What follows belongs to an exercise in optimizing a design on an open flow for small area; a production flow would make more cautious choices. In this exercise RTL edits were held to simulation tests only and were not proved equivalent to the original. Power figures rest on the tool's default switching activity, not on a simulated workload.

## flow/config.mk

```make
export PLATFORM = sky130hd
export DESIGN_NAME = dgd_raster
export DESIGN_NICKNAME = dgd_raster
export VERILOG_FILES = /design/flow/design.v
export SDC_FILE = /design/flow/constraint.sdc
export NUM_CORES = 4
export LEC_CHECK = 0
export ABC_AREA = 1
export CAP_MARGIN = 20
export CORE_MARGIN = 2
export CORE_UTILIZATION = 40
export SLEW_MARGIN = 20
```

## flow/design.v

```verilog
module dgd_raster (
    input  wire        clk,
    input  wire        rst,           
    input  wire        cmd_valid,
    output wire        cmd_ready,
    input  wire [2:0]  cmd_op,        
    input  wire        cmd_value,
    input  wire        cmd_filled,
    input  wire [15:0] cmd_h0,
    input  wire [15:0] cmd_h1,
    input  wire [15:0] cmd_h2,
    input  wire [15:0] cmd_h3,
    input  wire [15:0] cmd_h4,
    input  wire [7:0]  cv_width,
    input  wire [5:0]  cv_pages,
    output wire        pix_valid,
    input  wire        pix_ready,
    output wire [7:0]  pix_x,
    output wire [8:0]  pix_y,
    output wire [13:0] pix_addr,
    output wire        pix_v
);
    localparam W = 18;
    localparam OP_SETPIX = 3'd0;
    localparam OP_LINE   = 3'd1;
    localparam OP_CIRCLE = 3'd2;
    localparam OP_RECT   = 3'd3;
    localparam OP_CROSS  = 3'd4;
    localparam OP_ARROW  = 3'd5;
    localparam S_IDLE  = 5'd0;    
    localparam S_L1    = 5'd1;    
    localparam S_L2    = 5'd2;    
    localparam S_L3    = 5'd3;    
    localparam S_L4    = 5'd4;    
    localparam S_L5    = 5'd5;    
    localparam S_L6    = 5'd8;    
    localparam S_EMIT  = 5'd6;    
    localparam S_EWAIT = 5'd7;    
    localparam S_MOVE  = 5'd9;    
    localparam S_A1    = 5'd10;   
    localparam S_A2    = 5'd11;
    localparam S_A3    = 5'd12;
    localparam S_A4    = 5'd13;
    localparam S_A5    = 5'd14;
    localparam S_A6    = 5'd15;
    localparam S_C0    = 5'd16;   
    localparam S_CR1   = 5'd17;   
    localparam S_CR2   = 5'd18;   
    localparam S_CR3   = 5'd19;   
    localparam S_CU1   = 5'd20;   
    localparam S_CU2   = 5'd21;   
    localparam S_CU3   = 5'd22;   
    localparam S_CU4   = 5'd23;   
    localparam S_RN    = 5'd24;   
    localparam S_RX    = 5'd25;   
    localparam S_RY    = 5'd26;   
    reg [4:0] st;
    reg [4:0] t;                  
    wire t0 = (t == 5'd0);
    wire tL = (t == W - 1);
    reg [W-1:0] X, Y, R0, R1, R2, R3, R4;
    reg [2:0] op;
    reg       val;
    reg       fill;
    reg [7:0] cvw;
    reg [5:0] cvp;
    reg [1:0] k;                  
    reg       p2;                 
    reg       v0;                 
    reg       taken;              
    reg FXn, FYn;                 
    reg UXn, UXz, UYn, UYz;       
    reg SF;                       
    reg DN;                       
    reg ZF;                       
    reg C1, C2;                   
    reg ca, cb, zacc, cc2, cxr, cyr, cnr;
    wire isLine  = (op == OP_LINE) || (op == OP_ARROW);
    wire isArrow = (op == OP_ARROW);
    wire isCirc  = (op == OP_CIRCLE);
    wire isRect  = (op == OP_RECT);
    wire isCross = (op == OP_CROSS);
    wire isPix   = (op == OP_SETPIX);
    wire emitting = (st[4:1] == 4'd3);        
    wire bX = X[0];
    wire bY = Y[0];
    wire b0 = R0[0];
    wire b1 = R1[0];
    wire b2 = R2[0];
    wire b3 = R3[0];
    wire b4 = R4[0];
    wire hs4 = tL ? R4[0] : R4[1];         
    wire hs1 = tL ? R1[0] : R1[1];         
    wire hs0 = tL ? R0[0] : R0[1];         
    wire ds1 = t0 ? 1'b0 : R1[W-1];        
    wire ds0 = t0 ? 1'b0 : R0[W-1];        
    wire bhw = k[1] ? b0 : b1;             
    wire byo = k[1] ? b1 : b0;             
    wire hcorr = R4[W-1] & R4[0];
    reg p, q, qi, qc, r, ri, rc;
    reg wX, wY, w0, w1, w2, w3;
    reg capFX, capFY, capS, capZ, capDN, capC, zN;
    reg stepx, stepy, sxn, syn, ndec;
    wire slot_rf = (st == S_EMIT) && isRect && fill && ZF;    
    wire bres    = isLine;
    wire vline   = (isRect && !fill && k[1]) || (isCross && k[0]);
    always @(*) begin
        p = 1'b0; q = 1'b0; qi = 1'b0; qc = 1'b0; r = 1'b0; ri = 1'b0; rc = 1'b0;
        wX = 1'b0; wY = 1'b0; w0 = 1'b0; w1 = 1'b0; w2 = 1'b0; w3 = 1'b0;
        capFX = 1'b0; capFY = 1'b0; capS = 1'b0; capZ = 1'b0; capDN = 1'b0; capC = 1'b0; zN = 1'b0;
        stepx = 1'b0; stepy = 1'b0; ndec = 1'b0;
        sxn = FXn;
        syn = FYn;
        case (st)
            S_L1: begin
                p = b0; q = isLine & bX; qi = isLine; qc = isLine; w0 = 1'b1; capFX = 1'b1;
            end
            S_L2: begin
                p = b1; q = isLine & bY; qi = isLine; qc = isLine; w1 = 1'b1; capFY = 1'b1;
            end
            S_L3: begin
                q = b0; qi = FXn; qc = FXn; w0 = 1'b1;
            end
            S_L4: begin
                q = b1; qi = FYn; qc = FYn; w1 = 1'b1;
            end
            S_L5: begin
                p = b0; q = b1; qi = 1'b1; qc = 1'b1; w2 = 1'b1; capS = 1'b1;
            end
            S_L6: begin
                q = ~SF & b0; r = SF & b1; w3 = 1'b1; capZ = 1'b1;
            end
            S_EMIT: begin
                if (slot_rf) begin
                    p = b1; ri = 1'b1; w1 = 1'b1; capS = 1'b1;
                end else begin
                    p = b2; q = hs1; capC = 1'b1;
                end
            end
            S_MOVE: begin
                if (bres) begin
                    p = b2;
                    q = C1 & b1; qi = C1; qc = C1;
                    r = C2 & b0;
                    w2 = 1'b1;
                    stepx = C1; stepy = C2;
                    ndec = 1'b1; capZ = 1'b1; zN = 1'b1;
                end else if (isCirc) begin
                    p = bX; q = b3; qi = 1'b1; qc = 1'b1; r = bhw; ri = 1'b1; rc = 1'b1;
                    capZ = 1'b1;
                    stepx = 1'b1; sxn = 1'b0;
                end else begin
                    stepx = ~vline; stepy = vline;
                    ndec = 1'b1; capZ = 1'b1; zN = 1'b1;
                end
            end
            S_A1: begin    
                q = ~UXz & b4;  qi = ~UXz & ~UXn; qc = ~UXz & ~UXn;
                r = ~UYz & hs4; ri = ~UYz & ~UYn; rc = ~UYz & (~UYn ^ hcorr);
                w0 = 1'b1; capFX = 1'b1;
            end
            S_A2: begin    
                q = ~UYz & b4;  qi = ~UYz & ~UYn; qc = ~UYz & ~UYn;
                r = ~UXz & hs4; ri = ~UXz & UXn;  rc = ~UXz & (UXn ^ hcorr);
                w1 = 1'b1; capFY = 1'b1;
            end
            S_A3: begin    
                p = bX;
                q = ~UXz & b4;  qi = ~UXz & UXn;  qc = ~UXz & UXn;
                r = ~UYz & hs4; ri = ~UYz & UYn;  rc = ~UYz & (UYn ^ hcorr);
                wX = 1'b1;
            end
            S_A4: begin    
                p = bY;
                q = ~UYz & b4;  qi = ~UYz & UYn;  qc = ~UYz & UYn;
                r = ~UXz & hs4; ri = ~UXz & ~UXn; rc = ~UXz & (~UXn ^ hcorr);
                wY = 1'b1;
            end
            S_A5: begin    
                q = ~UXz & b4;  qi = ~UXz & ~UXn; qc = ~UXz & ~UXn;
                r = ~UYz & hs4; ri = ~UYz & UYn;  rc = ~UYz & (UYn ^ hcorr);
                w0 = 1'b1; capFX = 1'b1;
            end
            S_A6: begin    
                q = ~UYz & b4;  qi = ~UYz & ~UYn; qc = ~UYz & ~UYn;
                r = ~UXz & hs4; ri = ~UXz & ~UXn; rc = ~UXz & (~UXn ^ hcorr);
                w1 = 1'b1; capFY = 1'b1;
            end
            S_C0: begin    
                q = b0; qi = 1'b1; qc = 1'b1; rc = 1'b1; w2 = 1'b1; capDN = 1'b1;
            end
            S_CR1: begin   
                p = b3; r = bhw; ri = fill; rc = fill; wX = 1'b1;
            end
            S_CR2: begin   
                p = b4; r = byo; ri = k[0]; rc = k[0]; wY = 1'b1;
            end
            S_CR3: begin   
                p = b3; r = bhw; ri = 1'b1; rc = 1'b1; wX = 1'b1;
            end
            S_CU1: begin   
                p = b1; qc = 1'b1; w1 = 1'b1;
            end
            S_CU2: begin   
                p = b0; ri = 1'b1; w0 = 1'b1;
            end
            S_CU3: begin   
                p = b2; q = ds1; qc = 1'b1;
                r = ~DN & ds0; ri = ~DN; rc = ~DN;
                w2 = 1'b1; capDN = 1'b1;
            end
            S_CU4: begin   
                p = b0; q = b1; qi = 1'b1; qc = 1'b1; capS = 1'b1;
            end
            S_RN: begin    
                q = k[1] ? b1 : b0;
                qi = k[1] ? FYn : FXn; qc = qi;
                r = isCross & q; ri = isCross & qi; rc = isCross & qi;
                w3 = 1'b1; capZ = 1'b1;
            end
            S_RX: begin
                p = bX; q = b0;
                qi = ~(isRect && !fill && k == 2'd3); qc = qi;
                wX = 1'b1;
                stepy = isRect & fill;
            end
            S_RY: begin
                p = bY; q = b1;
                qi = ~(isRect && k == 2'd1); qc = qi;
                wY = 1'b1;
            end
            default: ;
        endcase
    end
    wire qq  = q ^ qi;
    wire rr  = r ^ ri;
    wire cai = t0 ? qc : ca;
    wire cbi = t0 ? rc : cb;
    wire s1  = p ^ qq ^ cai;
    wire ca_n = (p & qq) | (p & cai) | (qq & cai);
    wire s   = s1 ^ rr ^ cbi;
    wire cb_n = (s1 & rr) | (s1 & cbi) | (rr & cbi);
    wire c2i = t0 ? 1'b1 : cc2;
    wire s2  = hs0 ^ ~b2 ^ c2i;
    wire cc2_n = (hs0 & ~b2) | (hs0 & c2i) | (~b2 & c2i);
    wire xb  = stepx & (sxn | t0);
    wire cxi = t0 ? 1'b0 : cxr;
    wire xs  = bX ^ xb ^ cxi;
    wire cx_n = (bX & xb) | (bX & cxi) | (xb & cxi);
    wire yb  = stepy & (syn | t0);
    wire cyi = t0 ? 1'b0 : cyr;
    wire ys  = bY ^ yb ^ cyi;
    wire cy_n = (bY & yb) | (bY & cyi) | (yb & cyi);
    wire cni = t0 ? 1'b0 : cnr;
    wire ns  = ~(b3 ^ cni);                
    wire cn_n = b3 | cni;
    wire zbit = zN ? ns : s;
    wire zrun = (t0 ? 1'b0 : zacc) | zbit;
    wire [3:0] bi = t[4] ? 4'd15 : t[3:0];
    wire lh0 = cmd_h0[bi];
    wire lh1 = cmd_h1[bi];
    wire lh2 = cmd_h2[bi];
    wire lh3 = cmd_h3[bi];
    wire lh4 = cmd_h4[bi];
    wire load = (st == S_IDLE);
    wire inX  = load ? lh0 : wX ? s : stepx ? xs : bX;
    wire inY  = load ? lh1 : wY ? s : stepy ? ys : bY;
    wire in0  = load ? lh2 : w0 ? s : b0;
    wire in1  = load ? ((cmd_op == OP_CIRCLE) ? 1'b0 : (cmd_op == OP_CROSS) ? lh2 : lh3) : w1 ? s : b1;
    wire in2  = w2 ? s : b2;
    wire in3  = load ? lh0 : w3 ? s : ndec ? ns : b3;
    wire in4  = load ? ((cmd_op == OP_CIRCLE) ? lh1 : lh4) : b4;
    wire in_x = (X[W-1:8] == 0) && (X[7:0] < cvw);
    wire in_y = (Y[W-1:9] == 0) && (Y[8:3] < cvp);
    wire inb  = in_x && in_y;
    reg  [13:0] F;
    wire        ainit = (st == S_EMIT) && t0;
    wire        astep = (st == S_EMIT) && (t != 5'd0) && (t < 5'd7);
    reg         pb;
    always @(*) begin
        case (t[2:0])
            3'd1: pb = Y[3];
            3'd2: pb = Y[4];
            3'd3: pb = Y[5];
            3'd4: pb = Y[6];
            3'd5: pb = Y[7];
            default: pb = Y[8];
        endcase
    end
    wire [8:0]  asum  = {1'b0, F[13:6]} + (pb ? {1'b0, cvw} : 9'd0);
    wire        aready = (st == S_EWAIT) || (t >= 5'd7);
    always @(posedge clk) begin
        if (ainit) F <= {X[7:0], 6'd0};
        else if (astep) F <= {asum, F[5:1]};
    end
    assign pix_valid = emitting && aready && inb && !taken;
    assign pix_x     = X[7:0];
    assign pix_y     = Y[8:0];
    assign pix_addr  = F;
    assign pix_v     = val;
    wire hs_done = !pix_valid || pix_ready;
    assign cmd_ready = load && tL && v0;
    wire accept = cmd_ready && cmd_valid;
    reg [4:0] nst;
    reg [1:0] nk;
    reg       np2;
    always @(*) begin
        nst = st;
        nk  = k;
        np2 = p2;
        case (st)
            S_IDLE: begin
                if (accept) begin
                    nk = 2'd0; np2 = 1'b0;
                    case (cmd_op)
                        OP_SETPIX: nst = S_EMIT;
                        OP_LINE, OP_RECT, OP_CROSS, OP_ARROW: nst = S_L1;
                        OP_CIRCLE: nst = S_C0;
                        default: nst = S_IDLE;
                    endcase
                end
            end
            S_L1: nst = S_L2;
            S_L2: nst = isLine ? S_L3 : isRect ? S_RN : S_RX;
            S_L3: nst = S_L4;
            S_L4: nst = S_L5;
            S_L5: nst = S_L6;
            S_L6: nst = S_EMIT;
            S_EMIT, S_EWAIT: begin
                if (!hs_done) nst = S_EWAIT;
                else if (isCirc && fill) nst = S_MOVE;
                else if (!(isPix || isCirc) && !ZF) nst = S_MOVE;
                else begin
                    case (op)
                        OP_ARROW: begin
                            nk = k + 2'd1;
                            nst = (k == 2'd0) ? S_A1 : (k == 2'd1) ? S_A3 : S_IDLE;
                        end
                        OP_RECT: begin
                            if (fill) nst = S_RX;
                            else begin
                                nk = k + 2'd1;
                                nst = (k == 2'd3) ? S_IDLE : S_RX;
                            end
                        end
                        OP_CROSS: begin
                            nk = k + 2'd1;
                            nst = (k == 2'd1) ? S_IDLE : S_RX;
                        end
                        OP_CIRCLE: begin
                            if (!p2) begin
                                np2 = 1'b1; nst = S_CR3;
                            end else begin
                                np2 = 1'b0; nk = k + 2'd1;
                                nst = (k == 2'd3) ? S_CU1 : S_CR1;
                            end
                        end
                        default: nst = S_IDLE;
                    endcase
                end
            end
            S_MOVE: begin
                if (isCirc) begin
                    if (!zrun) begin
                        nk = k + 2'd1;
                        nst = (k == 2'd3) ? S_CU1 : S_CR1;
                    end else nst = S_EMIT;
                end else nst = S_EMIT;
            end
            S_A1: nst = S_A2;
            S_A2: nst = S_L3;
            S_A3: nst = S_A4;
            S_A4: nst = S_A5;
            S_A5: nst = S_A6;
            S_A6: nst = S_L3;
            S_C0: nst = S_CU4;
            S_CR1: nst = S_CR2;
            S_CR2: nst = S_EMIT;
            S_CR3: nst = S_EMIT;
            S_CU1: nst = DN ? S_CU3 : S_CU2;
            S_CU2: nst = S_CU3;
            S_CU3: nst = S_CU4;
            S_CU4: begin
                nk = 2'd0; np2 = 1'b0;
                nst = s ? S_IDLE : S_CR1;
            end
            S_RN: nst = (isRect && fill && FYn) ? S_IDLE : S_EMIT;
            S_RX: begin
                if (isRect && fill) nst = SF ? S_IDLE : S_RN;
                else nst = (isCross && k == 2'd0) ? S_RN : S_RY;
            end
            S_RY: nst = S_RN;
            default: nst = S_IDLE;
        endcase
    end
    always @(posedge clk) begin
        if (!emitting) begin
            X <= {inX, X[W-1:1]};
            Y <= {inY, Y[W-1:1]};
        end
        R0 <= {in0, R0[W-1:1]};
        R1 <= {in1, R1[W-1:1]};
        R2 <= {in2, R2[W-1:1]};
        R3 <= {in3, R3[W-1:1]};
        R4 <= {in4, R4[W-1:1]};
        ca   <= ca_n;
        cb   <= cb_n;
        cc2  <= cc2_n;
        cxr  <= cx_n;
        cyr  <= cy_n;
        cnr  <= cn_n;
        zacc <= zrun;
        if (accept) begin
            op   <= cmd_op;
            val  <= cmd_value;
            fill <= cmd_filled;
            cvw  <= cv_width;
            cvp  <= cv_pages;
        end
        if (tL) begin
            if (capFX) FXn <= s;
            if (capFY) FYn <= s;
            if (st == S_L1) begin UXn <= s; UXz <= ~zrun; end
            if (st == S_L2) begin UYn <= s; UYz <= ~zrun; end
            if (capS)  SF <= s;
            if (capDN) DN <= s;
            if (capZ)  ZF <= ~zrun;
            if (capC) begin C1 <= ~s; C2 <= ~s2; end
        end
        if (rst) begin
            st    <= S_IDLE;
            t     <= 5'd0;
            v0    <= 1'b0;
            taken <= 1'b0;
            k     <= 2'd0;
            p2    <= 1'b0;
        end else begin
            t <= tL ? 5'd0 : t + 5'd1;
            if (t0) v0 <= cmd_valid;
            if (!emitting) taken <= 1'b0;
            else if (pix_valid && pix_ready) taken <= 1'b1;
            if (tL) begin
                st <= nst;
                k  <= nk;
                p2 <= np2;
            end
        end
    end
endmodule
```

## flow/standard.sh

```bash
#!/bin/bash
# synth_recipe.tcl (not shown) runs the flow's synth.tcl, then flattens the netlist and writes it again
# the make line also repeats each setting of config.mk as NAME=value (left out here)
make -C /OpenROAD-flow-scripts/flow DESIGN_CONFIG=/design/flow/config.mk WORK_HOME=/design/flow/orfs CLKGATE_MAP_FILE= SYNTH_SCRIPT=/design/flow/synth_recipe.tcl "${@:-finish}"
```

## flow/constraint.sdc

```tcl
create_clock -name core_clock -period 14.0 [get_ports {clk}]
set_input_delay 2.8000 -clock core_clock [delete_from_list [all_inputs] [get_ports {clk}]]
set_output_delay 2.8000 -clock core_clock [all_outputs]
set_load 0.01 [all_outputs]
```

## flow/flow/run.sh

```bash
#!/bin/bash
# The standard layout (standard.sh, unchanged synthesis, floorplan, power grid,
# placement and routing) with two settings changed:
#  - every port still gets a buffer, but the smallest one (buf_1);
#  - the clock tree is built from clkbuf_8 cells, without dummy loads.
# make's full output goes to make.log here; ORFS's per-step logs stay under orfs/logs.
set -euo pipefail
bash standard.sh \
  "BUFFER_PORTS_ARGS=-buffer_cell sky130_fd_sc_hd__buf_1" \
  "CTS_ARGS=-sink_clustering_enable -repair_clock_nets -dont_use_dummy_load -buf_list sky130_fd_sc_hd__clkbuf_8" \
  finish > make.log 2>&1
```

==> results of run 1 <==
## worst max-delay path: cells and delay by family (launching register included)
family,cells,cell delay (ps)
flops,1,690
simple gates,6,640
buf+inv,2,620
## cell families after synthesis
| family | after synthesis | synth area share (%) |
|---|---|---|
| adders and majority gates | 36 | 5.39 |
| AOI/OAI and AO/OA | 159 | 9.90 |
| DFF | 192 | 49.9 |
| xor gates and xnor gates | 4 | 0.381 |
| buffers and inverters | 167 | 8.14 |
| and+or+nand+nor | 549 | 26.3 |
## state kept, by name, summed over array words and instances, names as in the netlist, 2 cells and up
register,cells
k,2
R2,18
cvp,6
st,5
t,5
R3,18
R0,18
Y,18
R4,18
op,3
F,14
X,18
R1,18
cvw,8
## worst max-delay path by stage
stage	cells past startpoint	to	slack, ps
finish	8	pix_valid	8760
floorplan	7	pix_valid	9820
CTS	8	pix_valid	8770
detailed placement	8	pix_valid	9280
global route	8	pix_valid	8550
global placement	8	pix_valid	9300
## report_power, final
| part | internal, mW | total [mW] | switching (mW) | leakage [nW] |
|---|---|---|---|---|
| clock network | 0.108 | 0.276 | 0.169 | 0.122 |
| registers | 0.657 | 0.695 | 0.0382 | 1.69 |
| logic | 0.0563 | 0.154 | 0.0979 | 2.53 |
| total | 0.821 | 1.13 | 0.305 | 4.34 |
## per-layer routing
| layer | vias up | wire (µm) |
|---|---|---|
| met5 | - | 0 |
| met3 | 53 | 1920 |
| met2 | 339 | 11100 |
| met1 | 3514 | 10800 |
| li1 | 3841 | - |
| met4 | 0 | 685 |
## per-stage QoR
stage | power, mW | hold slack (ps) | utilization [%] | area [µm²] | worst slack [ps]
global route | 1.19 | 309 | 44.5 | 10000 | 8550
floorplan | 0.808 | 310 | - | 9190 | 9820
CTS | 1.14 | 309 | 44.5 | 10000 | 8770
finish | 1.13 | 306 | 44.5 | 10000 | 8760
detailed placement | 0.863 | 312 | 43.5 | 9810 | 9280
global placement | 0.863 | 310 | 43.5 | 9810 | 9300
## layout make-up
cell class                 count  area, µm²
sequential                   192       4580
clock buffer                  17        234
fill                        2317      12500
inverter                     123        462
timing repair buffer         141        548
tap                          285        357
multi-input combinational    748       3860
## cells in the final DEF (no fill, tap or decap), types with 2 or more instances in the layout
master,count
sky130_fd_sc_hd__nor3_2,2
sky130_fd_sc_hd__nand4_1,15
sky130_fd_sc_hd__nor2_4,8
sky130_fd_sc_hd__nor3_1,10
sky130_fd_sc_hd__inv_2,11
sky130_fd_sc_hd__o21ai_1,10
sky130_fd_sc_hd__a21oi_1,42
sky130_fd_sc_hd__nor2_2,7
sky130_fd_sc_hd__nand2_2,7
sky130_fd_sc_hd__nand2_4,2
sky130_fd_sc_hd__nor4_1,2
sky130_fd_sc_hd__edfxtp_1,74
sky130_fd_sc_hd__nand3_1,76
sky130_fd_sc_hd__o21ai_0,70
sky130_fd_sc_hd__nand3_4,2
sky130_fd_sc_hd__dfxtp_1,118
sky130_fd_sc_hd__nand4_2,2
sky130_fd_sc_hd__o31ai_1,2
sky130_fd_sc_hd__inv_1,110
sky130_fd_sc_hd__o311ai_0,2
sky130_fd_sc_hd__buf_4,5
sky130_fd_sc_hd__fa_1,6
sky130_fd_sc_hd__nand2_1,237
sky130_fd_sc_hd__xor2_1,4
sky130_fd_sc_hd__nor2_1,169
sky130_fd_sc_hd__or2_2,2
sky130_fd_sc_hd__clkbuf_8,17
sky130_fd_sc_hd__nand3_2,2
sky130_fd_sc_hd__o221ai_1,10
sky130_fd_sc_hd__clkinv_1,2
sky130_fd_sc_hd__ha_1,30
sky130_fd_sc_hd__nand3b_1,3
sky130_fd_sc_hd__buf_1,136
sky130_fd_sc_hd__o211ai_1,8
sky130_fd_sc_hd__o22ai_1,6
==> impl_results.md, run 1 <==
* Status: finished clean
* CTS tree: built
* Antenna violations before repair at 0
* Leakage power figure at 4.34 nW
* Port-buffer cells at 136
* Critical-path cell list: nor2_1 -> nand2_2 -> buf_4 -> nor2_1 -> nand3_1 -> nor2_1 -> and3_1 -> buf_1
* Critical path arrival at 2440 ps
* Wire length of the first global-routing pass at 39.2 mm
* Cell with the most instances after synthesis: sky130_fd_sc_hd__nand2_1
* Final setup violation count at 0
* Kind of end point of the critical path: output pin
* Final hold violation count at 0
* Number of global-route vias before repair at 7508
* Number of synthesized register bits at 192
* Antenna violation net count after detailed routing at 0
* Ratio of cells with drive above 1 in the final layout at 5.65%
* Number of buffers on the longest clock path at 2
* Routed wire length at 24.5 mm
* GRT Resource Usage Total at 20.8%
* Cts hold-fix bufs at 0
* Max-slew violation count at 0
* Post-CTS setup repair buffer count at 0
* Critical path required time at 11200 ps
* Post-synthesis instance area at 0.00919 mm²
* Yosys top cell by area: sky130_fd_sc_hd__dfxtp_1
* Fin crit share at 37.4%
* Met3 usage in global routing at 4.81%
* Root buffer selected by CTS: sky130_fd_sc_hd__clkbuf_8
* Flop2flop setup slack at 9400 ps
* Number of antenna repair diodes at 0
* Placer Congestion at 1.00
* Top flip-flop cell by instance count after synthesis: sky130_fd_sc_hd__dfxtp_1
* Maximum capacitance violations at 0
* Synth async-reset ratio at 0%
* Power density relative to cell area at 112 mW/mm²
* Post-cts repair resize count at 0
* Count of unique library cells instantiated by Yosys at 48
* Clk_skew at 43.2 ps
* Number of ports placed on the die boundary at 137
* Final Critical Period at 5240 ps
* DRC marker count from the first detailed-route iteration at 714
* Crit start category: flop
* Net Count, Synth at 1246
* Die ar. at 0.0242 mm²
* Synthesis-to-finish area growth at 9.33%
* Worst setup path startpoint: st[4]
* Clock insertion delay at the later pin of the skew report at 470 ps
* Syn avg cell area at 8.30 µm²
* Area of the core region at 0.0226 mm²
* Relative slew slack at 41.4%
* Overflow left after global routing at 0
* Capture endpoint of the worst hold path: R0[8]
* Met2 track utilization from global routing at 33.7%
* Ranking of synthesized cells by instance count: sky130_fd_sc_hd__nand2_1 (238), sky130_fd_sc_hd__nor2_1 (170), sky130_fd_sc_hd__dfxtp_1 (118), sky130_fd_sc_hd__inv_1 (110), sky130_fd_sc_hd__nand3_1 (76)
* Maximum fanout along the worst path at 47
* Pin count of the biggest net entering global routing at 48
* Depth of the most critical reg-to-reg path at 21
* Final std cells w/o fill at 1506
* Max H-tree Level at 4
* Detailed-routing iteration count for the pre-antenna-repair pass at 5
* Slowest cell on the critical path: sky130_fd_sc_hd__dfxtp_1
* Worst r2r src: t[0]
* Nets at 1362
* Startpoint of the tightest hold check path: R0[9]
* Maximum vdd ir drop at 60.4 µV
* Hpwl dp at 18.8 mm
* Most used cell along the critical path: sky130_fd_sc_hd__nor2_1
* Post-DR wirelength/cell at 16.3 µm
* Total Neg Setup Slack at 0 ps
* Post-synthesis instance total at 1107
* Detailed-route DRC error count at 0
* Total via count in the routed design at 7747
* Cell types occupying the most area after synthesis: sky130_fd_sc_hd__dfxtp_1 (26%), sky130_fd_sc_hd__edfxtp_1 (24%), sky130_fd_sc_hd__nand2_1 (9.7%)
* RSZ-0062 raised after global routing: false
* Number of enable-type register cells in the synthesized netlist at 74
* Clock edge transition at the registers on the reported setup and hold paths at 90 ps
* CTS buffer count at 17
* Area share of the largest cell type after synthesis at 25.7%
* Number of warnings printed during yosys synthesis at 1
* Tightest Pin Transition at 878 ps
* Row count at 55
* Die Span X at 156 µm
* Crit Reg-Reg Endpoint: k[0]
* Busiest layer in global routing: met2
* Critical Setup Path Class: reg -> out
* Global routing met1 resource utilization at 27.4%
* Largest incremental delay on the critical path at 690 ps
* Worst hold path type: reg -> reg
* Hold path cells at 0
* Sequential area share after synthesis at 49.9%
* Placed Cells incl. Taps at 1489
* Via-per-instance ratio at 5.14
* Clock sink count at 192
* Achievable frequency at 191 MHz
* Floorplan die height at 156 µm
* Initial core utilization at 40.7%
==> inputs of run 2 (changes only) <==
--- a/flow/design.v
+++ b/flow/design.v
@@ -257,11 +257,12 @@
     wire zbit = zN ? ns : s;
     wire zrun = (t0 ? 1'b0 : zacc) | zbit;
     wire [3:0] bi = t[4] ? 4'd15 : t[3:0];
-    wire lh0 = cmd_h0[bi];
-    wire lh1 = cmd_h1[bi];
-    wire lh2 = cmd_h2[bi];
-    wire lh3 = cmd_h3[bi];
-    wire lh4 = cmd_h4[bi];
+    wire [15:0] oh = 16'd1 << bi;
+    wire lh0 = |(cmd_h0 & oh);
+    wire lh1 = |(cmd_h1 & oh);
+    wire lh2 = |(cmd_h2 & oh);
+    wire lh3 = |(cmd_h3 & oh);
+    wire lh4 = |(cmd_h4 & oh);
     wire load = (st == S_IDLE);
     wire inX  = load ? lh0 : wX ? s : stepx ? xs : bX;
     wire inY  = load ? lh1 : wY ? s : stepy ? ys : bY;
@@ -270,8 +271,17 @@
     wire in2  = w2 ? s : b2;
     wire in3  = load ? lh0 : w3 ? s : ndec ? ns : b3;
     wire in4  = load ? ((cmd_op == OP_CIRCLE) ? lh1 : lh4) : b4;
-    wire in_x = (X[W-1:8] == 0) && (X[7:0] < cvw);
-    wire in_y = (Y[W-1:9] == 0) && (Y[8:3] < cvp);
+    function lt8(input [7:0] a, input [7:0] b);
+        integer i;
+        reg l;
+        begin
+            l = 1'b0;
+            for (i = 0; i < 8; i = i + 1) l = (~a[i] & b[i]) | (~(a[i] ^ b[i]) & l);
+            lt8 = l;
+        end
+    endfunction
+    wire in_x = ~|X[W-1:8] & lt8(X[7:0], cvw);
+    wire in_y = ~|Y[W-1:9] & lt8({2'b00, Y[8:3]}, {2'b00, cvp});
     wire inb  = in_x && in_y;
     reg  [13:0] F;
     wire        ainit = (st == S_EMIT) && t0;
==> run 2 against run 1 <==
Final cell count decreased by 9.0%. Sequential share of layout area increased by 2.2 points. Global-route usage increased by 0.91 points. Sequential cell count unchanged. Area after synthesis decreased by 5.9%. Worst hold slack improved by 0.52 ps. Routed wire length decreased by 1.3%. Clock power about the same. Via count decreased by 8.1%. Register-to-register slack got worse by 120 ps. Power decreased by 1.1%. Critical endpoint unchanged. Highest routed layer unchanged.
==> impl_results.md, run 2 <==
* Clock edge transition at the registers on the reported setup and hold paths at 90 ps (about the same)
* Final setup violation count at 0 (unchanged)
* Number of buffers on the longest clock path at 2 (unchanged)
* Clock insertion delay at the later pin of the skew report at 460 ps (was 470 ps)
* Crit Reg-Reg Endpoint: k[0] (unchanged)
* Number of fill cells in the layout at 2134 (was 2317)
* Number of enable-type register cells in the synthesized netlist at 74 (unchanged)
* Flop2flop setup slack at 9280 ps (was 9400 ps)
* Area share of the largest cell type after synthesis at 27.3% (was 25.7%)
* CTS buffer count at 17 (unchanged)
* Capture endpoint of the worst hold path: R1[3] (was R0[8])
* Dpl ws at 8980 ps (was 9280 ps)
* Critical path required time at 11200 ps (about the same)
* Count of unique library cells instantiated by Yosys at 61 (was 48)
* DRC marker count from the first detailed-route iteration at 564 (was 714)
* Cell types occupying the most area after synthesis: sky130_fd_sc_hd__dfxtp_1 (27%), sky130_fd_sc_hd__edfxtp_1 (26%), sky130_fd_sc_hd__nand2_1 (7.7%) (was sky130_fd_sc_hd__dfxtp_1 (26%), sky130_fd_sc_hd__edfxtp_1 (24%), sky130_fd_sc_hd__nand2_1 (9.7%))
* Worst hold path type: reg -> reg (unchanged)
* Cts hold-fix bufs at 0 (unchanged)
* Hold path cells at 0 (unchanged)
* Most used cell along the critical path: sky130_fd_sc_hd__inv_2 (was sky130_fd_sc_hd__nor2_1)
* Total area of sequential cells at 0.00458 mm² (unchanged)
* Power density relative to cell area at 116 mW/mm² (was 112 mW/mm²)
* Leakage power figure at 4.01 nW (was 4.34 nW)
* Multi-input gate area in the final layout at 0.00333 mm² (was 0.00386 mm²)
* Fin crit share at 39.1% (was 37.4%)
* Crit start category: flop (unchanged)
* Row count at 53 (was 55)
* Utilization after layout at 45.4% (was 44.5%)
* Floorplan die height at 151 µm (was 156 µm)
* Final hold violation count at 0 (unchanged)
* Post-cts repair resize count at 0 (unchanged)
* Relative slew slack at 36.2% (was 41.4%)
* Placer Congestion at 0.992 (was 1.00)
* Largest incremental delay on the critical path at 550 ps (was 690 ps)
* Antenna violation net count after detailed routing at 0 (unchanged)
* Smallest setup slack after layout at 8520 ps (was 8760 ps)
* Wire length of the first global-routing pass at 37.0 mm (was 39.2 mm)
* Root buffer selected by CTS: sky130_fd_sc_hd__clkbuf_8 (unchanged)
* Clk_skew at 27.0 ps (was 43.2 ps)
* Hpwl dp at 19.1 mm (was 18.8 mm)
* Final Critical Period at 5480 ps (was 5240 ps)
* Clock sink count at 192 (unchanged)
* Placed Cells incl. Taps at 1353 (was 1489)
* Detailed-routing iteration count for the pre-antenna-repair pass at 7 (was 5)
* GRT Resource Usage Total at 21.7% (was 20.8%)
* PnR Total Power at 1.11 mW (was 1.13 mW)
* Area of the core region at 0.0211 mm² (was 0.0226 mm²)
* Max H-tree Level at 4 (unchanged)
* Net Count, Synth at 1105 (was 1246)
* Slowest cell on the critical path: sky130_fd_sc_hd__nand2_2 (was sky130_fd_sc_hd__dfxtp_1)
* Maximum vdd ir drop at 59.2 µV (was 60.4 µV)
* Post-CTS setup repair buffer count at 0 (unchanged)
* Depth of the most critical reg-to-reg path at 21 (unchanged)
* CTS tree: built (unchanged)
* Post-DR wirelength/cell at 17.6 µm (was 16.3 µm)
* Status: finished clean (unchanged)
* Final std cells w/o fill at 1370 (was 1506)
* RSZ-0062 raised after global routing: false (unchanged)
* Critical Setup Path Class: reg -> out (unchanged)
* Via-per-instance ratio at 5.20 (was 5.14)
* Achievable frequency at 183 MHz (was 191 MHz)
* Post-synthesis instance area at 0.00864 mm² (was 0.00919 mm²)
* Routed wire length at 24.2 mm (was 24.5 mm)
* Number of warnings printed during yosys synthesis at 1 (unchanged)
* Critical path arrival at 2680 ps (was 2440 ps)
* Number of global-route vias before repair at 6866 (was 7508)
* Startpoint of the tightest hold check path: R1[4] (was R0[9])
* Top flip-flop cell by instance count after synthesis: sky130_fd_sc_hd__dfxtp_1 (unchanged)
* Nets at 1236 (was 1362)
* Initial core utilization at 41.0% (was 40.7%)
* Antenna violations before repair at 0 (unchanged)
* Die ar. at 0.0228 mm² (was 0.0242 mm²)
* Detailed-route DRC error count at 0 (unchanged)
* Port-buffer cells at 136 (unchanged)
* Ratio of cells with drive above 1 in the final layout at 6.48% (was 5.65%)
* Max-slew violation count at 0 (unchanged)
* Synth async-reset ratio at 0% (unchanged)
* Pin count of the biggest net entering global routing at 43 (was 48)
* Die Span X at 151 µm (was 156 µm)
* Critical-path cell list: inv_2 -> nor2_2 -> inv_2 -> nor2_2 -> nand2_2 -> inv_2 -> nand4_1 -> nor2_1 -> and2_1 -> buf_1 (was nor2_1 -> nand2_2 -> buf_4 -> nor2_1 -> nand3_1 -> nor2_1 -> and3_1 -> buf_1)
* Kind of end point of the critical path: output pin (unchanged)
* Syn avg cell area at 8.95 µm² (was 8.30 µm²)
* Worst r2r src: t[0] (unchanged)
* Overflow left after global routing at 0 (unchanged)
* Yosys top cell by area: sky130_fd_sc_hd__dfxtp_1 (unchanged)
* Synthesis-to-finish area growth at 10.9% (was 9.33%)
* Number of synthesized register bits at 192 (unchanged)
* Total via count in the routed design at 7118 (was 7747)
* Tightest Pin Transition at 954 ps (was 878 ps)
* Number of antenna repair diodes at 0 (unchanged)
* Cell with the most instances after synthesis: sky130_fd_sc_hd__nand2_1 (unchanged)
* Sequential area share after synthesis at 53.0% (was 49.9%)
* Maximum capacitance violations at 0 (unchanged)
* Leading cell type in the layout, fill and taps excluded: sky130_fd_sc_hd__nand2_1 (unchanged)
* Number of ports placed on the die boundary at 137 (unchanged)
* Post-synthesis instance total at 966 (was 1107)
* Maximum fanout along the worst path at 42 (was 47)
* Total Neg Setup Slack at 0 ps (unchanged)
* Ranking of synthesized cells by instance count: sky130_fd_sc_hd__nand2_1 (178), sky130_fd_sc_hd__inv_1 (119), sky130_fd_sc_hd__nor2_1 (119), sky130_fd_sc_hd__dfxtp_1 (118), sky130_fd_sc_hd__edfxtp_1 (74) (was sky130_fd_sc_hd__nand2_1 (238), sky130_fd_sc_hd__nor2_1 (170), sky130_fd_sc_hd__dfxtp_1 (118), sky130_fd_sc_hd__inv_1 (110), sky130_fd_sc_hd__nand3_1 (76))
* Top library cells by usage in the layout, fill and taps aside: sky130_fd_sc_hd__nand2_1 (177), sky130_fd_sc_hd__buf_1 (136), sky130_fd_sc_hd__inv_1 (119), sky130_fd_sc_hd__nor2_1 (119), sky130_fd_sc_hd__dfxtp_1 (118) (was sky130_fd_sc_hd__nand2_1 (237), sky130_fd_sc_hd__nor2_1 (169), sky130_fd_sc_hd__buf_1 (136))
[run 2: cell types whose count changed in the layout (fill, tap and decap cells not counted), sizes merged, moves of 8 or more]
cell / delta
o221ai: -8
nor2: -55
nand2: -65
o21ai: -38
nand3: -41
inv: +25
a221oi: +9
[run 2: cells by family after synthesis]
logic type,after synthesis,share of synthesized area (%)
simple gates,407,21.0
buf+inv,174,8.41
compound gates,148,10.9
flops,192,53.0
mux,1,0.116
xor+xnor,8,0.811
fa+ha+maj,36,5.73
[run 2: routing by layer]
metal,share of wire (%),vias to the layer above,wire [µm],track usage (%)
met3,6.7,63,1610,4.46
met2,46,338,11000,35.8
li1,-,3462,-,-
met4,3.9,0,954,9.63
met1,44,3255,10600,27.6
met5,0,-,0,0
[run 2: final cells by class]
class	instances	share of cell area (%)
multi-input cells	600	34.8
flip-flops and latches	192	47.8
inverters	147	5.76
well taps	275	3.59
clock buffers	17	2.44
repair buffers	139	5.56
[run 2: how the worst max path moves through the flow]
stage | startpoint | endpoint | slack, ps | cells after the start
2_1_floorplan | st[2] | pix_valid | 9120 | 9
3_3_place_gp | st[2] | pix_valid | 9040 | 10
3_5_place_dp | st[2] | pix_valid | 8980 | 10
4_1_cts | st[2] | pix_valid | 8480 | 10
5_1_grt | st[2] | pix_valid | 8230 | 10
6_report | st[2] | pix_valid | 8520 | 10
[run 2: critical path: cells and delay by family (launching register included)]
| kind | cells | cell delay [ps] |
|---|---|---|
| DFF | 1 | 390 |
| and+or+nand+nor | 6 | 1260 |
| buffers and inverters | 4 | 560 |
[run 2: where the power goes]
part           switching [mW]  internal [mW]
Clock                   0.168          0.108
Combinational          0.0929         0.0494
Sequential             0.0330          0.662
[run 2: stage by stage]
step / hold WS (ps) / instance area (µm²)
global route: 317 / 9580
detailed placement: 312 / 9350
global placement: 310 / 9350
finish: 307 / 9580
CTS: 311 / 9580
floorplan: 310 / 8640
==> inputs of run 3 (changes only) <==
--- a/flow/design.v
+++ b/flow/design.v
@@ -66,12 +66,10 @@
     reg [5:0] cvp;
     reg [1:0] k;                  
     reg       p2;                 
-    reg       v0;                 
     reg       taken;              
     reg FXn, FYn;                 
     reg UXn, UXz, UYn, UYz;       
     reg SF;                       
-    reg DN;                       
     reg ZF;                       
     reg C1, C2;                   
     reg ca, cb, zacc, cc2, cxr, cyr, cnr;
@@ -82,8 +80,9 @@
     wire isCross = (op == OP_CROSS);
     wire isPix   = (op == OP_SETPIX);
     wire emitting = (st[4:1] == 4'd3);        
-    wire bX = X[0];
-    wire bY = Y[0];
+    reg  dirty;
+    wire bX = X[0] & ~(dirty & (t >= 5'd8));
+    wire bY = Y[0] & ~(dirty & (t >= 5'd14));
     wire b0 = R0[0];
     wire b1 = R1[0];
     wire b2 = R2[0];
@@ -99,7 +98,7 @@
     wire hcorr = R4[W-1] & R4[0];
     reg p, q, qi, qc, r, ri, rc;
     reg wX, wY, w0, w1, w2, w3;
-    reg capFX, capFY, capS, capZ, capDN, capC, zN;
+    reg capFX, capFY, capS, capZ, capC, zN;
     reg stepx, stepy, sxn, syn, ndec;
     wire slot_rf = (st == S_EMIT) && isRect && fill && ZF;    
     wire bres    = isLine;
@@ -107,7 +106,7 @@
     always @(*) begin
         p = 1'b0; q = 1'b0; qi = 1'b0; qc = 1'b0; r = 1'b0; ri = 1'b0; rc = 1'b0;
         wX = 1'b0; wY = 1'b0; w0 = 1'b0; w1 = 1'b0; w2 = 1'b0; w3 = 1'b0;
-        capFX = 1'b0; capFY = 1'b0; capS = 1'b0; capZ = 1'b0; capDN = 1'b0; capC = 1'b0; zN = 1'b0;
+        capFX = 1'b0; capFY = 1'b0; capS = 1'b0; capZ = 1'b0; capC = 1'b0; zN = 1'b0;
         stepx = 1'b0; stepy = 1'b0; ndec = 1'b0;
         sxn = FXn;
         syn = FYn;
@@ -187,7 +186,7 @@
                 w1 = 1'b1; capFY = 1'b1;
             end
             S_C0: begin    
-                q = b0; qi = 1'b1; qc = 1'b1; rc = 1'b1; w2 = 1'b1; capDN = 1'b1;
+                q = b0; qi = 1'b1; qc = 1'b1; rc = 1'b1; w2 = 1'b1; capS = 1'b1;
             end
             S_CR1: begin   
                 p = b3; r = bhw; ri = fill; rc = fill; wX = 1'b1;
@@ -206,11 +205,11 @@
             end
             S_CU3: begin   
                 p = b2; q = ds1; qc = 1'b1;
-                r = ~DN & ds0; ri = ~DN; rc = ~DN;
-                w2 = 1'b1; capDN = 1'b1;
+                r = ~SF & ds0; ri = ~SF; rc = ~SF;
+                w2 = 1'b1; capS = 1'b1;
             end
             S_CU4: begin   
-                p = b0; q = b1; qi = 1'b1; qc = 1'b1; capS = 1'b1;
+                p = b0; q = b1; qi = 1'b1; qc = 1'b1;
             end
             S_RN: begin    
                 q = k[1] ? b1 : b0;
@@ -283,9 +282,10 @@
     wire in_x = ~|X[W-1:8] & lt8(X[7:0], cvw);
     wire in_y = ~|Y[W-1:9] & lt8({2'b00, Y[8:3]}, {2'b00, cvp});
     wire inb  = in_x && in_y;
-    reg  [13:0] F;
-    wire        ainit = (st == S_EMIT) && t0;
-    wire        astep = (st == S_EMIT) && (t != 5'd0) && (t < 5'd7);
+    reg         inbL;                 
+    wire [13:0] F = {X[W-1:8], Y[W-1:14]};
+    wire        ainit = (st == S_EMIT) && t0 && inb;
+    wire        astep = (st == S_EMIT) && (t != 5'd0) && (t < 5'd7) && inbL;
     reg         pb;
     always @(*) begin
         case (t[2:0])
@@ -299,17 +299,17 @@
     end
     wire [8:0]  asum  = {1'b0, F[13:6]} + (pb ? {1'b0, cvw} : 9'd0);
     wire        aready = (st == S_EWAIT) || (t >= 5'd7);
-    always @(posedge clk) begin
-        if (ainit) F <= {X[7:0], 6'd0};
-        else if (astep) F <= {asum, F[5:1]};
+    reg [13:0] Fn;
+    always @(*) begin
+        Fn = ainit ? {X[7:0], 6'd0} : {asum, F[5:1]};
     end
-    assign pix_valid = emitting && aready && inb && !taken;
+    assign pix_valid = emitting && aready && inbL && !taken;
     assign pix_x     = X[7:0];
     assign pix_y     = Y[8:0];
     assign pix_addr  = F;
     assign pix_v     = val;
     wire hs_done = !pix_valid || pix_ready;
-    assign cmd_ready = load && tL && v0;
+    assign cmd_ready = load && tL;
     wire accept = cmd_ready && cmd_valid;
     reg [4:0] nst;
     reg [1:0] nk;
@@ -387,7 +387,7 @@
             S_CR1: nst = S_CR2;
             S_CR2: nst = S_EMIT;
             S_CR3: nst = S_EMIT;
-            S_CU1: nst = DN ? S_CU3 : S_CU2;
+            S_CU1: nst = SF ? S_CU3 : S_CU2;
             S_CU2: nst = S_CU3;
             S_CU3: nst = S_CU4;
             S_CU4: begin
@@ -407,7 +407,11 @@
         if (!emitting) begin
             X <= {inX, X[W-1:1]};
             Y <= {inY, Y[W-1:1]};
+        end else if (ainit || astep) begin
+            X[W-1:8]  <= Fn[13:4];
+            Y[W-1:14] <= Fn[3:0];
         end
+        if ((st == S_EMIT) && t0) inbL <= inb;
         R0 <= {in0, R0[W-1:1]};
         R1 <= {in1, R1[W-1:1]};
         R2 <= {in2, R2[W-1:1]};
@@ -433,20 +437,20 @@
             if (st == S_L1) begin UXn <= s; UXz <= ~zrun; end
             if (st == S_L2) begin UYn <= s; UYz <= ~zrun; end
             if (capS)  SF <= s;
-            if (capDN) DN <= s;
             if (capZ)  ZF <= ~zrun;
             if (capC) begin C1 <= ~s; C2 <= ~s2; end
         end
         if (rst) begin
             st    <= S_IDLE;
             t     <= 5'd0;
-            v0    <= 1'b0;
             taken <= 1'b0;
+            dirty <= 1'b0;
             k     <= 2'd0;
             p2    <= 1'b0;
         end else begin
-            t <= tL ? 5'd0 : t + 5'd1;
-            if (t0) v0 <= cmd_valid;
+            if (tL || (load && !cmd_valid)) t <= 5'd0;
+            else t <= t + 5'd1;
+            if (tL) dirty <= emitting & inbL & hs_done;
             if (!emitting) taken <= 1'b0;
             else if (pix_valid && pix_ready) taken <= 1'b1;
             if (tL) begin
==> run 3 against run 2 <==
Largest power group unchanged. Critical path depth shrank 2. Via count grew 0.49%. Critical path type unchanged. Final cell count grew 0.58%. Core utilization grew 0.43 points. Register-to-register slack lost 100 ps. Worst hold slack gained 6.4 ps. Still clean on timing, DRC and antenna. Largest cell class unchanged. Clock skew grew 6.1 ps. Synthesized cell count grew 1.0%.
==> impl_results.md, run 3 <==
* Status: finished clean (unchanged)
* Buffers and inverters on the worst path at 4 (unchanged)
* Leading cell type in the layout, fill and taps excluded: sky130_fd_sc_hd__nand2_1 (unchanged)
* Post-synthesis mux area share at 0% (was 0.116%)
* Max H-tree Level at 4 (unchanged)
* Cts hold-fix bufs at 0 (unchanged)
* Ratio of cells with drive above 1 in the final layout at 6.05% (was 6.48%)
* Critical path arrival at 3010 ps (was 2680 ps)
* Seq pwr share at 62.4% (was 62.5%)
* Share of synthesized cell area in and, or, nand and nor gates at 24.3% (was 21.0%)
* Power density relative to cell area at 103 mW/mm² (was 116 mW/mm²)
* Total area of sequential cells at 0.00422 mm² (was 0.00458 mm²)
* Number of buffers on the longest clock path at 2 (unchanged)
* Post-CTS setup repair buffer count at 0 (unchanged)
* Share of the synthesized netlist area taken by xor and xnor gates at 1.36% (was 0.811%)
* Worst hold path type: reg -> reg (unchanged)
* CTS buffer count at 17 (unchanged)
* Root buffer selected by CTS: sky130_fd_sc_hd__clkbuf_8 (unchanged)
* Max-slew violation count at 0 (unchanged)
* Antenna violation net count after detailed routing at 0 (unchanged)
* Net switching power of the design at 0.239 mW (was 0.294 mW)
* Maximum fanout along the worst path at 36 (was 42)
* Leakage power figure at 3.96 nW (was 4.01 nW)
* CP Depth at 8 (was 10)
* Row count at 52 (was 53)
* Cell with the most instances after synthesis: sky130_fd_sc_hd__nand2_1 (unchanged)
* Hpwl dp at 18.3 mm (was 19.1 mm)
* Post-synthesis instance area at 0.00838 mm² (was 0.00864 mm²)
* Synthesis-to-finish area growth at 11.5% (was 10.9%)
* Die Span X at 149 µm (was 151 µm)
* Overflow left after global routing at 0 (unchanged)
* Worst r2r src: st[4] (was t[0])
* Synth async-reset ratio at 0% (unchanged)
* Yosys top cell by area: sky130_fd_sc_hd__dfxtp_1 (unchanged)
* Final hold violation count at 0 (unchanged)
* Total via count in the routed design at 7153 (was 7118)
* Ranking of synthesized cells by instance count: sky130_fd_sc_hd__nand2_1 (213), sky130_fd_sc_hd__inv_1 (127), sky130_fd_sc_hd__dfxtp_1 (112), sky130_fd_sc_hd__nor2_1 (98), sky130_fd_sc_hd__edfxtp_1 (66) (was sky130_fd_sc_hd__nand2_1 (178), sky130_fd_sc_hd__inv_1 (119), sky130_fd_sc_hd__nor2_1 (119), sky130_fd_sc_hd__dfxtp_1 (118), sky130_fd_sc_hd__edfxtp_1 (74))
* Achievable frequency at 172 MHz (was 183 MHz)
* Number of ports placed on the die boundary at 137 (unchanged)
* Flop2flop setup slack at 9180 ps (was 9280 ps)
* Port-buffer cells at 136 (unchanged)
* Initial core utilization at 41.1% (was 41.0%)
* Complex-gate fraction of the synthesized area at 9.69% (was 10.9%)
* Post-cts repair resize count at 0 (unchanged)
* Number of synthesized register bits at 178 (was 192)
* Maximum capacitance violations at 0 (unchanged)
* Critical Setup Path Class: reg -> out (unchanged)
* Hold path cells at 0 (unchanged)
* Count of unique library cells instantiated by Yosys at 59 (was 61)
* Fin crit share at 41.5% (was 39.1%)
* Clock insertion delay at the later pin of the skew report at 460 ps (about the same)
* Number of fill cells in the layout at 2085 (was 2134)
* Area of the core region at 0.0204 mm² (was 0.0211 mm²)
* Internal power at 0.723 mW (was 0.820 mW)
* Number of global-route vias before repair at 6685 (was 6866)
* Pin count of the biggest net entering global routing at 37 (was 43)
* Dpl ws at 8660 ps (was 8980 ps)
* Top library cells by usage in the layout, fill and taps aside: sky130_fd_sc_hd__nand2_1 (213), sky130_fd_sc_hd__buf_1 (136), sky130_fd_sc_hd__inv_1 (127) (was sky130_fd_sc_hd__nand2_1 (177), sky130_fd_sc_hd__buf_1 (136), sky130_fd_sc_hd__inv_1 (119), sky130_fd_sc_hd__nor2_1 (119), sky130_fd_sc_hd__dfxtp_1 (118))
* Most used cell along the critical path: sky130_fd_sc_hd__nand2_2 (was sky130_fd_sc_hd__inv_2)
* Number of antenna repair diodes at 0 (unchanged)
* CTS tree: built (unchanged)
* Clk_skew at 33.1 ps (was 27.0 ps)
* Net Count, Synth at 1115 (was 1105)
* Antenna violations before repair at 0 (unchanged)
* Top flip-flop cell by instance count after synthesis: sky130_fd_sc_hd__dfxtp_1 (unchanged)
* Routed wire length at 23.7 mm (was 24.2 mm)
* Cell types occupying the most area after synthesis: sky130_fd_sc_hd__dfxtp_1 (27%), sky130_fd_sc_hd__edfxtp_1 (24%), sky130_fd_sc_hd__nand2_1 (9.5%) (was sky130_fd_sc_hd__dfxtp_1 (27%), sky130_fd_sc_hd__edfxtp_1 (26%), sky130_fd_sc_hd__nand2_1 (7.7%))
* Area share of fa/ha/maj cells after synthesis at 5.91% (was 5.73%)
* Nets at 1249 (was 1236)
* Largest incremental delay on the critical path at 710 ps (was 550 ps)
* Relative slew slack at 44.0% (was 36.2%)
* Floorplan die height at 149 µm (was 151 µm)
* Post-DR wirelength/cell at 17.2 µm (was 17.6 µm)
* Post-synthesis instance total at 976 (was 966)
* Final Critical Period at 5810 ps (was 5480 ps)
* Slowest cell on the critical path: sky130_fd_sc_hd__dfxtp_1 (was sky130_fd_sc_hd__nand2_2)
* RSZ-0062 raised after global routing: false (unchanged)
* Area share of the largest cell type after synthesis at 26.8% (was 27.3%)
* Critical-path cell list: inv_2 -> nand2_2 -> inv_2 -> nand2_2 -> clkinv_2 -> nand2_2 -> nor3_4 -> buf_1 (was inv_2 -> nor2_2 -> inv_2 -> nor2_2 -> nand2_2 -> inv_2 -> nand4_1 -> nor2_1 -> and2_1 -> buf_1)
* Number of enable-type register cells in the synthesized netlist at 66 (was 74)
* Total Neg Setup Slack at 0 ps (unchanged)
* Die ar. at 0.0221 mm² (was 0.0228 mm²)
* Gate power share at 9.9% (was 12.8%)
* Critical path required time at 11200 ps (about the same)
* Placer Congestion at 0.990 (was 0.992)
* Syn avg cell area at 8.58 µm² (was 8.95 µm²)
* Startpoint of the tightest hold check path: R1[6] (was R1[4])
* Main combinational cell family by area after synthesis: simple AND/OR/NAND/NOR gates (unchanged)
* Smallest setup slack after layout at 8190 ps (was 8520 ps)
* Detailed-routing iteration count for the pre-antenna-repair pass at 5 (was 7)
* Crit start category: flop (unchanged)
* GRT Resource Usage Total at 21.4% (was 21.7%)
* Tightest Pin Transition at 834 ps (was 954 ps)
* Detailed-route DRC error count at 0 (unchanged)
* Depth of the most critical reg-to-reg path at 18 (was 21)
* Clock edge transition at the registers on the reported setup and hold paths at 70 ps (was 90 ps)
* Kind of end point of the critical path: output pin (unchanged)
* Multi-input gate area in the final layout at 0.00346 mm² (was 0.00333 mm²)
* Sw frac at 24.9% (was 26.4%)
* Wire length of the first global-routing pass at 36.0 mm (was 37.0 mm)
* Via-per-instance ratio at 5.19 (was 5.20)
* DRC marker count from the first detailed-route iteration at 524 (was 564)
* Number of warnings printed during yosys synthesis at 1 (unchanged)
* Worst setup path startpoint: st[4] (was st[2])
* Sequential area share after synthesis at 50.4% (was 53.0%)
* Part of the power in the clock network at 27.7% (was 24.7%)
* Clock sink count at 178 (was 192)
* Final setup violation count at 0 (unchanged)
* Maximum vdd ir drop at 62.8 µV (was 59.2 µV)
* Gate family responsible for the most delay along the worst path: simple AND/OR/NAND/NOR gates (unchanged)
[run 3: logic make-up after synthesis]
logic type / Yosys count
xor gates and xnor gates: 13
and+or+nand+nor: 448
buffers and inverters: 170
AOI/OAI and AO/OA: 131
adders and majority gates: 36
DFF: 178
[run 3: area by class of cell]
| type | instances | area share, % |
|---|---|---|
| clock buffers | 17 | 2.51 |
| well taps | 270 | 3.62 |
| repair buffers | 140 | 5.79 |
| flip-flops and latches | 178 | 45.2 |
| inverters | 145 | 5.84 |
| multi-input cells | 628 | 37.0 |
[run 3: path summary, 6_finish.rpt]
check | to
hold / removal | R1[5]
setup reg to reg | st[0]
setup / recovery | pix_valid
hold reg to reg | R1[5]
[run 3: through the flow]
step           std cells  hold WS [ps]  area (µm²)  power [mW]  util, %
3_5_place_dp        1361           312        9100       0.707     44.7
5_1_grt             1378           313        9340        1.01     45.9
2_1_floorplan        976           310        8380       0.669        -
3_3_place_gp        1361           310        9100       0.706     44.7
6_report            1378           313        9340       0.963     45.9
4_1_cts             1378           316        9340       0.975     45.9
[run 3: routing by layer]
layer	global-route usage [%]	wire [µm]	vias to the layer above
met3	4.57	1760	44
met2	35.0	10800	299
met5	0	0	-
met4	8.19	700	0
li1	-	-	3486
met1	27.9	10500	3324
[run 3: power groups by stage]
stage | registers, mW | logic [mW] | clock network, mW
floorplan | 0.607 | 0.0620 | 0
global placement | 0.613 | 0.0932 | 0
detailed placement | 0.613 | 0.0943 | 0
CTS | 0.602 | 0.0952 | 0.278
global route | 0.606 | 0.107 | 0.295
finish | 0.601 | 0.0949 | 0.267
==> inputs of run 4 (changes only) <==
--- a/flow/design.v
+++ b/flow/design.v
@@ -103,6 +103,13 @@
     wire slot_rf = (st == S_EMIT) && isRect && fill && ZF;    
     wire bres    = isLine;
     wire vline   = (isRect && !fill && k[1]) || (isCross && k[0]);
+    wire ay  = (st == S_A2) || (st == S_A4) || (st == S_A6);    
+    wire aUn = ay ? UYn : UXn;
+    wire aUz = ay ? UYz : UXz;
+    wire bUn = ay ? UXn : UYn;
+    wire bUz = ay ? UXz : UYz;
+    wire aqp = (st == S_A3) || (st == S_A4);                    
+    wire arp = (st == S_A2) || (st == S_A3) || (st == S_A5);    
     always @(*) begin
         p = 1'b0; q = 1'b0; qi = 1'b0; qc = 1'b0; r = 1'b0; ri = 1'b0; rc = 1'b0;
         wX = 1'b0; wY = 1'b0; w0 = 1'b0; w1 = 1'b0; w2 = 1'b0; w3 = 1'b0;
@@ -153,37 +160,15 @@
                     ndec = 1'b1; capZ = 1'b1; zN = 1'b1;
                 end
             end
-            S_A1: begin    
-                q = ~UXz & b4;  qi = ~UXz & ~UXn; qc = ~UXz & ~UXn;
-                r = ~UYz & hs4; ri = ~UYz & ~UYn; rc = ~UYz & (~UYn ^ hcorr);
-                w0 = 1'b1; capFX = 1'b1;
-            end
-            S_A2: begin    
-                q = ~UYz & b4;  qi = ~UYz & ~UYn; qc = ~UYz & ~UYn;
-                r = ~UXz & hs4; ri = ~UXz & UXn;  rc = ~UXz & (UXn ^ hcorr);
-                w1 = 1'b1; capFY = 1'b1;
-            end
-            S_A3: begin    
-                p = bX;
-                q = ~UXz & b4;  qi = ~UXz & UXn;  qc = ~UXz & UXn;
-                r = ~UYz & hs4; ri = ~UYz & UYn;  rc = ~UYz & (UYn ^ hcorr);
-                wX = 1'b1;
-            end
-            S_A4: begin    
-                p = bY;
-                q = ~UYz & b4;  qi = ~UYz & UYn;  qc = ~UYz & UYn;
-                r = ~UXz & hs4; ri = ~UXz & ~UXn; rc = ~UXz & (~UXn ^ hcorr);
-                wY = 1'b1;
-            end
-            S_A5: begin    
-                q = ~UXz & b4;  qi = ~UXz & ~UXn; qc = ~UXz & ~UXn;
-                r = ~UYz & hs4; ri = ~UYz & UYn;  rc = ~UYz & (UYn ^ hcorr);
-                w0 = 1'b1; capFX = 1'b1;
-            end
-            S_A6: begin    
-                q = ~UYz & b4;  qi = ~UYz & ~UYn; qc = ~UYz & ~UYn;
-                r = ~UXz & hs4; ri = ~UXz & ~UXn; rc = ~UXz & (~UXn ^ hcorr);
-                w1 = 1'b1; capFY = 1'b1;
+            S_A1, S_A2, S_A3, S_A4, S_A5, S_A6: begin
+                p  = (st == S_A3) ? bX : (st == S_A4) ? bY : 1'b0;
+                q  = ~aUz & b4;  qi = ~aUz & (aUn ~^ aqp); qc = qi;
+                r  = ~bUz & hs4; ri = ~bUz & (bUn ~^ arp); rc = ~bUz & ((bUn ~^ arp) ^ hcorr);
+                w0 = (st == S_A1) || (st == S_A5);
+                w1 = (st == S_A2) || (st == S_A6);
+                wX = (st == S_A3);
+                wY = (st == S_A4);
+                capFX = w0; capFY = w1;
             end
             S_C0: begin    
                 q = b0; qi = 1'b1; qc = 1'b1; rc = 1'b1; w2 = 1'b1; capS = 1'b1;
==> run 4 against run 3 <==
First-iteration DRC count is 8.4% lower. Sequential share of layout area increased by 0.32 points. Fmax grew 14%. Die area down 0.63%. Combinational power shrank 3.0%. Highest routed layer unchanged. Register-to-register slack improved by 270 ps. Clock-buffer cell count is the same. Routed wire length increased by 0.34%. Design area is 0.71% lower. Worst hold slack about the same. Synthesized cell count down 0.61%.
==> impl_results.md, run 4 <==
* Maximum vdd ir drop at 54.1 µV (was 62.8 µV)
* Clock insertion delay at the later pin of the skew report at 450 ps (was 460 ps)
* Post-synthesis instance area at 0.00832 mm² (was 0.00838 mm²)
* Net Count, Synth at 1109 (was 1115)
* Die ar. at 0.0220 mm² (was 0.0221 mm²)
* Relative slew slack at 41.5% (was 44.0%)
* PnR Total Power at 0.961 mW (was 0.963 mW)
* Clock edge transition at the registers on the reported setup and hold paths at 90 ps (was 70 ps)
* Leading cell type in the layout, fill and taps excluded: sky130_fd_sc_hd__nand2_1 (unchanged)
* Row count at 52 (unchanged)
* Ratio of cells with drive above 1 in the final layout at 4.83% (was 6.05%)
* Leakage power figure at 3.94 nW (was 3.96 nW)
* Cell with the most instances after synthesis: sky130_fd_sc_hd__nand2_1 (unchanged)
* Port-buffer cells at 136 (unchanged)
* Yosys top cell by area: sky130_fd_sc_hd__dfxtp_1 (unchanged)
* Worst r2r src: st[4] (unchanged)
* Maximum capacitance violations at 0 (unchanged)
* Clk_skew at 33.1 ps (about the same)
* Root buffer selected by CTS: sky130_fd_sc_hd__clkbuf_8 (unchanged)
* Worst hold path type: reg -> reg (unchanged)
* Final Critical Period at 5110 ps (was 5810 ps)
* Status: finished clean (unchanged)
* Number of fill cells in the layout at 2056 (was 2085)
* Capture endpoint of the worst hold path: R2[6] (was R1[5])
* Kind of end point of the critical path: output pin (unchanged)
* Slowest cell on the critical path: sky130_fd_sc_hd__dfxtp_1 (unchanged)
* Number of ports placed on the die boundary at 137 (unchanged)
* Post-DR wirelength/cell at 17.4 µm (was 17.2 µm)
* Total Neg Setup Slack at 0 ps (unchanged)
* Max-slew violation count at 0 (unchanged)
* Total area of sequential cells at 0.00422 mm² (unchanged)
* Startpoint of the tightest hold check path: R2[7] (was R1[6])
* Synthesis-to-finish area growth at 11.4% (was 11.5%)
* Antenna violations before repair at 0 (unchanged)
* CTS buffer count at 17 (unchanged)
* Hold path cells at 0 (unchanged)
* Post-synthesis instance total at 970 (was 976)
* Critical path arrival at 2310 ps (was 3010 ps)
* Maximum fanout along the worst path at 38 (was 36)
* Critical path required time at 11200 ps (about the same)
* Sequential area share after synthesis at 50.8% (was 50.4%)
* Tightest Pin Transition at 869 ps (was 834 ps)
* Number of enable-type register cells in the synthesized netlist at 66 (unchanged)
* Depth of the most critical reg-to-reg path at 20 (was 18)
* Area share of the largest cell type after synthesis at 26.9% (was 26.8%)
* Number of global-route vias before repair at 6984 (was 6685)
* Multi-input gate area in the final layout at 0.00340 mm² (was 0.00346 mm²)
* RSZ-0062 raised after global routing: false (unchanged)
* Detailed-route DRC error count at 0 (unchanged)
* Initial core utilization at 41.0% (was 41.1%)
* DRC marker count from the first detailed-route iteration at 480 (was 524)
* Area of the core region at 0.0203 mm² (was 0.0204 mm²)
* Pin count of the biggest net entering global routing at 39 (was 37)
* Crit start category: flop (unchanged)
* Hpwl dp at 18.2 mm (was 18.3 mm)
* Number of antenna repair diodes at 0 (unchanged)
* Post-cts repair resize count at 0 (unchanged)
* Via-per-instance ratio at 5.24 (was 5.19)
* Overflow left after global routing at 0 (unchanged)
* Critical Setup Path Class: reg -> out (unchanged)
* GRT Resource Usage Total at 22.4% (was 21.4%)
* Max H-tree Level at 4 (unchanged)
* Top flip-flop cell by instance count after synthesis: sky130_fd_sc_hd__dfxtp_1 (unchanged)
* Number of buffers on the longest clock path at 2 (unchanged)
* Number of synthesized register bits at 178 (unchanged)
* Antenna violation net count after detailed routing at 0 (unchanged)
* Placer Congestion at 0.990 (about the same)
* Largest incremental delay on the critical path at 590 ps (was 710 ps)
* Synth async-reset ratio at 0% (unchanged)
* Post-CTS setup repair buffer count at 0 (unchanged)
* Final hold violation count at 0 (unchanged)
[run 4: cell types whose count changed in the layout (fill, tap and decap cells not counted), moves of 4 or more]
cell and change:
sky130_fd_sc_hd__nand3_1 +15, sky130_fd_sc_hd__nand2_1 -21, sky130_fd_sc_hd__nor4_1 -4, sky130_fd_sc_hd__nor2_4 -5, sky130_fd_sc_hd__inv_2 -9, sky130_fd_sc_hd__inv_1 +6, sky130_fd_sc_hd__a21oi_1 +7, sky130_fd_sc_hd__o21ai_1 -4
sky130_fd_sc_hd__nor2_2 +5, sky130_fd_sc_hd__o21ai_0 +5, sky130_fd_sc_hd__a22o_1 +6, sky130_fd_sc_hd__nor2_1 -10, sky130_fd_sc_hd__nor3_1 +7
[run 4: how the worst max path moves through the flow]
| stage | from | to | slack [ps] | cells past startpoint |
|---|---|---|---|---|
| 2_1_floorplan | cmd_valid | cvp[0] | 9330 | 1 |
| 3_3_place_gp | st[4] | pix_valid | 9420 | 9 |
| 3_5_place_dp | st[3] | pix_valid | 9380 | 9 |
| 4_1_cts | st[4] | pix_valid | 8870 | 9 |
| 5_1_grt | st[3] | pix_valid | 8670 | 9 |
| 6_report | st[4] | pix_valid | 8890 | 9 |
[run 4: layer usage]
layer	vias up	GRT usage [%]	share of wire, %
li1	3478	-	-
met1	3352	30.9	46
met2	282	34.9	45
met3	52	3.93	5.6
met4	0	9.05	3.4
met5	-	0	0
[run 4: area by class of cell]
type / instances / share of cell area (%)
flip-flops and latches: 178 / 45.5
multi-input cells: 621 / 36.7
repair buffers: 140 / 5.83
inverters: 142 / 5.75
well taps: 270 / 3.64
clock buffers: 17 / 2.52
[run 4: worst register-to-register path, stage by stage (launching register included)]
cell and delay, ps:
sky130_fd_sc_hd__dfxtp_1 590, sky130_fd_sc_hd__inv_2 120, sky130_fd_sc_hd__nand2_2 140, sky130_fd_sc_hd__nor2_2 80, sky130_fd_sc_hd__nand2_1 150, sky130_fd_sc_hd__nand2_1 210, sky130_fd_sc_hd__o21ai_0 370, sky130_fd_sc_hd__nand3_1 120
sky130_fd_sc_hd__o21ai_1 130, sky130_fd_sc_hd__nor4_2 60, sky130_fd_sc_hd__xnor2_1 220, sky130_fd_sc_hd__fa_1 470, sky130_fd_sc_hd__fa_1 720, sky130_fd_sc_hd__nand2_1 160, sky130_fd_sc_hd__nand2_1 70, sky130_fd_sc_hd__nor2_2 240
sky130_fd_sc_hd__inv_2 130, sky130_fd_sc_hd__o31ai_1 210, sky130_fd_sc_hd__nand3_1 100, sky130_fd_sc_hd__nand2_1 60, sky130_fd_sc_hd__a21oi_1 50
[run 4: cell families (layout without fill, tap and decap cells)]
group,after synthesis,in the layout,share of synthesized area (%)
flip-flops,178,178,50.8
adder cells (fa/ha/maj),36,36,5.95
AO/OA/AOI/OAI,136,136,10.0
XOR/XNOR,9,9,0.947
AND/OR/NAND/NOR,440,440,23.9
buffers and inverters,171,299,8.40
[run 4: power breakdown]
part	total [mW]	switching, mW	leakage [nW]	internal, mW
sequential	0.603	0.0233	1.59	0.579
combinational	0.0921	0.0587	2.23	0.0334
clock	0.266	0.159	0.122	0.107
total	0.961	0.241	3.94	0.720
[run 4: metrics by stage]
| step | setup WS, ps | cells | hold WS [ps] | cell area (µm²) | utilization [%] |
|---|---|---|---|---|---|
| after floorplan | 9330 | 970 | 310 | 8320 | - |
| after global placement | 9420 | 1351 | 310 | 9040 | 44.5 |
| after detailed placement | 9380 | 1351 | 312 | 9040 | 44.5 |
| after CTS | 8870 | 1368 | 314 | 9270 | 45.7 |
| after global routing | 8670 | 1368 | 314 | 9270 | 45.7 |
| final | 8890 | 1368 | 313 | 9270 | 45.7 |

separate check: timing with driven ports:
How much do the figures lean on ideal ports? The routed layouts below were timed once more, with nothing changed but the port constraints. Step 1 (the two cells are an assumption about what drives the block):
set clk [get_ports {clk}]
set_driving_cell -lib_cell sky130_fd_sc_hd__clkbuf_16 $clk
set_driving_cell -lib_cell sky130_fd_sc_hd__buf_2 [delete_from_list [all_inputs] $clk]
Step 2 adds t to the input delays and takes it off the output delays; t is the mean of the earliest and latest rising clock arrival at the registers after step 1. Input paths then give back, and output paths get back, about the clock's delay inside the block. a / b / c = ideal / step 1 / step 2; a / b = the first two.
| run | t, ns | slack for setup (ns) | worst setup path at the end | latest minus earliest clock arrival (ns) |
|---|---|---|---|---|
| run 1 | 0.494 | 8.763 / 8.722 / 9.216 | register to output | 0.044 / 0.044 |
| run 2 | 0.485 | 8.521 / 8.481 / 8.967 | register to output | 0.033 / 0.033 |
| run 3 | 0.482 | 8.191 / 8.150 / 8.632 | register to output | 0.035 / 0.035 |
| run 4 | 0.480 | 8.888 / 8.849 / 9.329 | register to output | 0.044 / 0.044 |
After both steps setup and hold are still met in every run listed.
